What follows belongs to an exercise in optimizing a design on an open flow for small area; a production flow would make more cautious choices.
Only simulation tests tie the RTL to the original design; equivalence was not proved.

## run G
==> flow/design.v <==
module dsce_q8 (
    input  wire [31:0] v,
    input  wire        zero,       
    output wire [7:0]  code
);
    wire        pos = ~v[31];
    wire [7:0]  e   = v[30:23];
    wire [23:0] m   = {1'b1, v[22:0]};
    wire nan   = (&e) & (|v[22:0]);
    wire ge1   = e[7] | (&e[6:0]);                         
    wire inrng = (e == 8'd119) | ((e[7:3] == 5'b01111) & ~(&e[2:0]));
    wire [2:0] k = 3'd6 - e[2:0];                          
    wire [3:0] g = {1'b0, k} + {3'b000, pos};              
    genvar i;
    wire [8:0] t;
    wire [8:0] h;
    wire [7:0] st;                                         
    assign st[0] = m[0];
    assign h[0] = 1'b0;
    generate
        for (i = 0; i < 9; i = i + 1) begin : g_t
            assign t[i] = (g <= i);
        end
        for (i = 1; i < 8; i = i + 1) begin : g_st
            assign st[i] = st[i-1] | m[i];
        end
        assign h[1] = m[0] & m[1];
        for (i = 2; i < 9; i = i + 1) begin : g_h
            assign h[i] = m[i-1] & (m[i] | st[i-2]);
        end
    endgenerate
    wire [8:0] oh = t & ~{t[7:0], 1'b0};                    
    wire rb = |(oh & h);
    wire zf = ~(|(m[7:0] & t[7:0])) & ~(|(m[15:8] & ~t[7:0]));
    wire [25:8] c;
    assign c[8] = rb | zf;
    generate
        for (i = 8; i < 24; i = i + 1) begin : g_cy
            wire act = (i < 17) ? t[(i < 17) ? i - 8 : 0] : 1'b1;
            wire gn  = act & m[i-8] & ~m[i];
            wire pr  = ~act | m[i-8] | ~m[i];
            assign c[i+1] = gn | (pr & c[i]);
        end
    endgenerate
    wire kz = (k != 3'd0);
    assign c[25] = (m[16] & kz) | (c[24] & (m[16] | kz));
    wire [32:25] y;
    wire [33:25] cc;
    assign cc[25] = c[25];
    generate
        for (i = 25; i < 33; i = i + 1) begin : g_sum
            wire a = (i < 32) ? m[(i < 32) ? i - 8 : 0] : 1'b0;
            wire b = pos ? (k != i - 24) : (k > i - 24);
            assign y[i]    = a ^ (b ^ ~pos) ^ cc[i];
            assign cc[i+1] = (a & b) | (cc[i] & (a | b));
        end
    endgenerate
    wire        fill = ~pos | y[32];
    wire [15:0] ys   = {{8{fill}}, y[32:25]};
    wire [15:0] w    = ys >> k;
    wire [7:0]  cd   = {~w[7], w[6:0]};
    assign code = (nan | zero) ? 8'd0 :
                  ge1   ? {8{pos}} :
                  inrng ? cd : 8'h7F;
endmodule
module dsce_pixel (
    input  wire        clk,
    input  wire        rst,
    input  wire        in_valid,
    input  wire [31:0] v0,
    input  wire [31:0] v1,
    input  wire [31:0] v2,
    input  wire [31:0] v3,
    input  wire [3:0]  en,
    input  wire [3:0]  enc,
    input  wire [4:0]  bright,
    input  wire        big,
    output reg         out_valid,
    output wire [31:0] out_word
);
    wire [7:0] q0, q1, q2, q3;
    dsce_q8 u_q0 (.v(v0), .zero(~en[0]), .code(q0));
    dsce_q8 u_q1 (.v(v1), .zero(~en[1]), .code(q1));
    dsce_q8 u_q2 (.v(v2), .zero(~en[2]), .code(q2));
    dsce_q8 u_q3 (.v(v3), .zero(~en[3] | enc[3]), .code(q3));
    wire [28:0] w;
    assign w[7:0]   = q0;
    assign w[15:8]  = q1;
    assign w[23:16] = q2;
    assign w[28:24] = q3[4:0] |
                      ((|(en & enc)) ? bright : 5'd0);
    wire [31:0] fw = {3'b111, w};
    wire [31:0] sw = big ? {fw[7:0], fw[15:8], fw[23:16], fw[31:24]} : fw;
    reg  [28:8] r_mid;
    reg  [4:0]  r_lo;
    reg  [2:0]  r_m;
    reg         r_big;
    always @(posedge clk) begin
        if (rst) out_valid <= 1'b0;
        else     out_valid <= in_valid;
        r_mid <= sw[28:8];
        r_lo  <= sw[4:0];
        r_m   <= w[7:5];
        r_big <= big;
    end
    assign out_word = {r_m | {3{~r_big}}, r_mid, r_m | {3{r_big}}, r_lo};
endmodule
Settings: LEC_CHECK=0, CAP_MARGIN=20, CORE_MARGIN=2, CORE_UTILIZATION=40, GPL_TIMING_DRIVEN=0, SLEW_MARGIN=20; clock period 12.0 ns.
standard.sh (not shown) runs the stock make flow with config.mk's settings and CLKGATE_MAP_FILE= SYNTH_SCRIPT=/design/flow/synth_recipe.tcl, a recipe that flattens the netlist after the stock synthesis.
==> flow/flow/run.sh <==
#!/bin/bash
# Layout flow: the standard layout (standard.sh), with these changes made
# through ORFS variables:
#  - synthesis maps with an area-oriented ABC script (flow/abc_area.script)
#    and leaves adders to ABC instead of mapping them to fa/ha cells;
#  - port buffers use the smallest buffer cell;
#  - clock tree synthesis uses small clock buffers and no dummy loads.
# Each step's full output goes to a log file in this folder.
set -euo pipefail
here=$(pwd)
rm -rf "$here/scripts_area"
cp -r "$FLOW_HOME/scripts" "$here/scripts_area"
cp "$here/flow/abc_area.script" "$here/scripts_area/abc_area.script"
bash standard.sh SCRIPTS_DIR="$here/scripts_area" ABC_AREA=1 ADDER_MAP_FILE= synth > "$here/synth.log" 2>&1
bash standard.sh \
    "BUFFER_PORTS_ARGS=-buffer_cell sky130_fd_sc_hd__buf_1" \
    "CTS_ARGS=-sink_clustering_enable -repair_clock_nets -dont_use_dummy_load -buf_list sky130_fd_sc_hd__clkbuf_8" \
    finish > "$here/layout.log" 2>&1
==> flow/flow/abc_area.script <==
strash
&get -n
&deepsyn -T 300
&dch -f
&nf -R 1000
&put
mfs3 -a -e -H 6 -R 3 -K 8
mfs3 -a -e -H 6 -R 3 -K 8 -r
topo
As the logs show, run G stopped at synthesis after a tool error, so it never reached the end of the flow.
Here is what was changed in the inputs of run Z compared with run G.
==> flow/design.v, changed modules only <==
module dsce_pixel (
    input  wire        clk,
    input  wire        rst,
    input  wire        in_valid,
    input  wire [31:0] v0,
    input  wire [31:0] v1,
    input  wire [31:0] v2,
    input  wire [31:0] v3,
    input  wire [3:0]  en,
    input  wire [3:0]  enc,
    input  wire [4:0]  bright,
    input  wire        big,
    output reg         out_valid,
    output wire [31:0] out_word
);
    wire [7:0] q0, q1, q2, q3;
    dsce_q8 u_q0 (.v(v0), .zero(~en[0]), .code(q0));
    dsce_q8 u_q1 (.v(v1), .zero(~en[1]), .code(q1));
    dsce_q8 u_q2 (.v(v2), .zero(~en[2]), .code(q2));
    dsce_q8 u_q3 (.v(v3), .zero(~en[3] | enc[3]), .code(q3));
    wire [28:0] w;
    assign w[7:0]   = q0;
    assign w[15:8]  = q1;
    assign w[23:16] = q2;
    assign w[28:24] = q3[4:0] |
                      ((|(en & enc)) ? bright : 5'd0);
    wire [31:0] fw = {3'b111, w};
    reg [31:0] r_o;
    always @(posedge clk) begin
        if (rst) out_valid <= 1'b0;
        else     out_valid <= in_valid;
        r_o <= big ? {fw[7:0], fw[15:8], fw[23:16], fw[31:24]} : fw;
    end
    assign out_word = r_o;
endmodule
Notes after the runs:
The final layout from run Z, which completed every stage, passed the timing, design-rule and antenna checks at the end of the flow.

[port drivers added, routing unchanged]
How much do the figures lean on ideal ports? The routed layout below was timed once more, with nothing changed but the port constraints.
Step 1 (the two cells are an assumption about what drives the block):
set clk [get_ports {clk}]
set_driving_cell -lib_cell sky130_fd_sc_hd__clkbuf_16 $clk
set_driving_cell -lib_cell sky130_fd_sc_hd__buf_2 [delete_from_list [all_inputs] $clk]
Step 2 times the ports against the registers' clock, not the clock port: input delays grow and output delays shrink by t, the midpoint of the rising clock arrivals with the driver on.
a / b / c = ideal ports / drivers / drivers and shift; a / b = the first two.
run: run Z
shift t [ns]: 0.307
setup slack, ns: 2.763 / 2.768 / 2.461
cell pins on the clock port's net: 1
After both steps setup and hold are still met in run Z. For run Z, drivers alone change the setup slack by +0.005 ns; drivers and shift together by -0.302 ns.
